This is an optimization exercise on Yosys and OpenROAD, whose aim is small area, a short achievable clock period and few clock cycles, not a production implementation. In this exercise RTL edits were held to simulation tests only and were not proved equivalent to the original. Power is estimated from default activity; no workload was simulated.

Design vmstack_core, start of the top module:
module vmstack_core (
    input  wire        clk,
    input  wire        rst,           
    input  wire        start,         
    input  wire [8:0]  img_len,       
    output wire        mem_req,
    output wire        mem_we,
    output wire [7:0]  mem_addr,
    output wire [31:0] mem_wdata,
    input  wire        mem_ack,
    input  wire [31:0] mem_rdata,
    output wire [1:0]  run,
    output wire [2:0]  fcause,
    output wire [8:0]  pc,
    output wire [8:0]  sp,
    output wire [31:0] result,
    output wire        result_valid,
    output reg         trace_valid,
    output wire [8:0]  trace_pc,
    output reg  [2:0]  trace_op,
    output wire [31:0] trace_tos,
    output wire        trace_tos_valid
);
Size: roughly 1900 cells after synthesis, roughly 190 flip-flops, ~190 I/O pins, about 17000 um^2 of cells after synthesis.
==> flow/config.mk <==
export PLATFORM = sky130hd
export DESIGN_NAME = vmstack_core
export DESIGN_NICKNAME = vmstack_core
export VERILOG_FILES = /design/flow/design.v
export SDC_FILE = /design/flow/constraint.sdc
export NUM_CORES = 4
export LEC_CHECK = 0
export CAP_MARGIN = 20
export CORE_MARGIN = 2
export CORE_UTILIZATION = 40
export SLEW_MARGIN = 20
==> flow/constraint.sdc <==
create_clock -name core_clock -period 10.0 [get_ports {clk}]
set_input_delay 2.0000 -clock core_clock [delete_from_list [all_inputs] [get_ports {clk}]]
set_output_delay 2.0000 -clock core_clock [all_outputs]
set_load 0.01 [all_outputs]
standard.sh (not shown) runs the stock make flow with config.mk's settings and CLKGATE_MAP_FILE= SYNTH_SCRIPT=/design/flow/synth_recipe.tcl, a recipe that flattens the netlist after the stock synthesis.
==> flow/flow/run.sh <==
#!/bin/bash
set -euo pipefail
cd "$(dirname "$0")/.."
bash ./standard.sh "BUFFER_PORTS_ARGS=-buffer_cell sky130_fd_sc_hd__buf_1" \
    SETUP_SLACK_MARGIN=5.5 finish > run_flow.log 2>&1
Testbench counts at the start, summed over its fixed seeds: cycles 54,286.
Rerun with:
--- a/flow/design.v
+++ b/flow/design.v
@@ -120,20 +120,18 @@
         n_div = k_div;  n_ill = k_ill; n_res = k_res; n_as = k_as; n_md = k_md;
         n_T = T;  n_N = N;  n_A = A;  n_nv = nv;  n_nd = nd;
         n_ex = s_ex; n_smul = s_mul; n_sdiv = s_div; n_sdneg = s_dneg; n_sdfix = s_dfix;
         n_cnt = cnt; n_qneg = qneg;
         n_tv = 1'b0; n_top = trace_op;
         n_ret = 1'b0;
         if (!running) begin
             if (start) begin
-                if (img_len > 9'd156) begin
-                    n_run = NORUN;
-                end else begin
-                    n_run   = RUNNING;
+                n_run = (img_len > 9'd156) ? NORUN : RUNNING;
+                begin
                     n_fc    = 3'd0;
                     n_fpc   = ORIGIN;
                     n_lim   = ORIGIN + img_len;
                     n_more  = (img_len != 9'd0);
                     n_sp    = 7'd100;
                     n_irv   = 1'b0;
                     n_nv    = 1'b0;
                     n_nd    = 1'b0;
First-iteration DRC count came out higher by 18%.
Worst hold slack improves by 0.011 ns.
Power came out higher by 21%.
Die area came out lower by 1.3%.
Fmax came out higher by 3.2%.
Area after synthesis came out lower by 1.3%.
Via count came out lower by 0.54%.
Design area came out lower by 2.8%.
Wire length is about the same.
Sequential power came out higher by 5.2%.
Sequential share of layout area came out higher by 0.79 points.
Non-clock buffer count came out lower by 42.
Cell count came out lower by 1.6%.
Testbench counts after the change, summed over its fixed seeds: cycles 54,286.

========
## green
Another version of the RTL of vmstack_core (not shown whole).
Size: ~1900 cells after synthesis, ~190 flip-flops, about 17000 sq um of cells after synthesis.
Design vmstack_core, start of the top module:
module vmstack_core (
    input  wire        clk,
    input  wire        rst,           
    input  wire        start,         
    input  wire [8:0]  img_len,       
    output wire        mem_req,
    output wire        mem_we,
    output wire [7:0]  mem_addr,
    output wire [31:0] mem_wdata,
    input  wire        mem_ack,
    input  wire [31:0] mem_rdata,
    output wire [1:0]  run,
    output wire [2:0]  fcause,
    output wire [8:0]  pc,
    output wire [8:0]  sp,
    output wire [31:0] result,
    output wire        result_valid,
    output reg         trace_valid,
    output wire [8:0]  trace_pc,
    output reg  [2:0]  trace_op,
    output wire [31:0] trace_tos,
    output wire        trace_tos_valid
);
make LEC_CHECK=0 CAP_MARGIN=20 CORE_MARGIN=2 CORE_UTILIZATION=40 SETUP_SLACK_MARGIN=5 SLEW_MARGIN=20 finish   # period 10.0 ns
run.sh (not shown) runs the stock make flow with config.mk's settings and CLKGATE_MAP_FILE= SYNTH_SCRIPT=/design/flow/synth_recipe.tcl, a recipe that flattens the netlist after the stock synthesis.
Stock flow here: none of the scripts above is used.
Testbench counts of green, summed over its fixed seeds: cycles 53,518.
Input-level comparison between purple and green:
diff --git a/flow/design.v b/flow/design.v
--- a/flow/design.v
+++ b/flow/design.v
@@ -51,21 +51,19 @@
     assign fcause       = fc_r;
     assign pc           = fpc;
     assign sp           = {2'b00, sp_r};
     assign result       = T;
     assign result_valid = (run_r == HALTED) && !sp_emp;
     assign trace_tos    = T;
     assign trace_tos_valid = !sp_emp;
     assign trace_pc     = fpc - 9'd1 - {8'd0, irv};
-    wire img_ok   = (img_len != 9'd0) && (img_len <= 9'd156);
-    wire st_fetch = start && !running && img_ok;
-    assign mem_req   = sf || fq || st_fetch;
+    assign mem_req   = sf || fq;
     assign mem_we    = sf && k_push;
-    assign mem_addr  = sf ? {1'b0, sp_r} : (running ? fpc[7:0] : ORIGIN[7:0]);
+    assign mem_addr  = sf ? {1'b0, sp_r} : fpc[7:0];
     assign mem_wdata = N;
     wire [1:0] rtag = mem_rdata[31:30];
     wire       rlow = (mem_rdata[29:3] == 27'd0);
     wire [2:0] rop  = mem_rdata[2:0];
     wire       r_op = (rtag == 2'b01) && rlow;
     wire       r_opx = (rtag == 2'b01);
     wire       r_binx = r_opx && (rop != 3'd0) && (rop <= 3'd4);
     wire ex_go = running && s_ex && irv && !stl;
@@ -132,34 +130,16 @@
                 end else begin
                     n_run   = RUNNING;
                     n_fc    = 3'd0;
                     n_fpc   = ORIGIN;
                     n_lim   = ORIGIN + img_len;
                     n_more  = (img_len != 9'd0);
                     n_sp    = 7'd100;
                     n_irv   = 1'b0;
-                    if (img_ok) begin
-                        n_ir   = mem_rdata[29:0];
-                        n_push = (rtag == 2'b00);
-                        n_res  = (rtag == 2'b10);
-                        n_ill  = rtag[0] && !(r_op && rop <= 3'd4);
-                        n_halt = r_opx && rop == 3'd0;
-                        n_add  = r_opx && rop == 3'd1;
-                        n_sub  = r_opx && rop == 3'd2;
-                        n_mul  = r_opx && rop == 3'd3;
-                        n_div  = r_opx && rop == 3'd4;
-                        n_as   = r_opx && (rop == 3'd1 || rop == 3'd2);
-                        n_md   = r_opx && (rop == 3'd3 || rop == 3'd4);
-                        n_irv  = mem_ack;
-                        if (mem_ack) begin
-                            n_fpc  = ORIGIN + 9'd1;
-                            n_more = (img_len != 9'd1);
-                        end
-                    end
                     n_nv    = 1'b0;
                     n_nd    = 1'b0;
                     n_ex    = 1'b1;
                     n_smul  = 1'b0;
                     n_sdiv  = 1'b0;
                     n_sdneg = 1'b0;
                     n_sdfix = 1'b0;
                 end
@@ -320,18 +300,18 @@
         n_stl = (n_push && n_nv && n_nd) || ((n_as || n_md) && !n_nv);
         if (rst) begin
             n_sf = 1'b0;
             n_fq = 1'b0;
         end else if (running) begin
             n_sf = (n_run == RUNNING) && n_ex && n_irv && n_stl;
             n_fq = (n_run == RUNNING) && n_more && (!n_irv || (n_ex && !n_stl));
         end else begin
-            n_sf = st_fetch && mem_ack && r_binx;
-            n_fq = st_fetch && (!mem_ack || (img_len != 9'd1 && !r_binx));
+            n_sf = 1'b0;
+            n_fq = start && (img_len != 9'd0) && (img_len <= 9'd156);
         end
     end
     always @(posedge clk) begin
         run_r <= n_run;  fc_r <= n_fc;  fpc <= n_fpc;  lim <= n_lim;  more <= n_more;
         sp_r <= n_sp;    sp_emp <= (n_sp == 7'd100);
         ir <= n_ir;      irv <= n_irv;
         k_push <= n_push; k_halt <= n_halt; k_add <= n_add; k_sub <= n_sub;
         k_mul <= n_mul;  k_div <= n_div;  k_ill <= n_ill;  k_res <= n_res;
### Flow results
Global-route usage | purple below green
Re fraction of area in clock buffers and inverters: purple and green aren't equal, and the lower value belongs to purple.
green has higher ratio of cells with drive above 1 in the final layout than purple.
Per the comparison of purple with green, final cell count without fillers now sits lower, fraction of power spent switching nets now sits lower, multi-input combinational gate total now sits lower, largest stage delay on the critical path now sits higher, combinational logic power now sits lower.
[compare] base=green new=purple: cell area after layout went down about 1%; routed wire length now smaller.
On die area, purple and green are neck and neck.
Diff green -> purple | power density over cell area | down by more than 10%
Compared with green, purple is the less power-hungry design.
Testbench counts of purple, summed over its fixed seeds: cycles 54,286.

[re-timing with driven ports]
The results above use ideal ports. As a check the final layouts listed here were re-extracted and re-timed, cells and wires unchanged.
Step 1 assumes that a clkbuf_16 drives the clock port and a buf_2 every other input.
Step 2, shift: input delay + t, output delay - t, t = (earliest + latest rising clock arrival at the registers) / 2. This alone moves slack from input paths to output paths.
Three values: no drivers, after step 1, after step 2; two values: the first two.
run | shift t [ns] | slack for setup (ns) | worst register clock-pin slew, ns
the first run of note 1 | 0.536 | 5.322 / 5.266 / 5.377 | 0.09 / 0.09
the second run of note 1 | 0.552 | 5.466 / 5.466 / 5.466 | 0.08 / 0.08
green | 0.558 | 4.476 / 4.447 / 3.898 | 0.08 / 0.08
purple | 0.528 | 5.137 / 5.080 / 4.804 | 0.09 / 0.09
After both steps setup and hold are still met in every run listed. For green, which loses most, drivers alone change the setup slack by -0.029 ns; drivers and shift together by -0.578 ns.
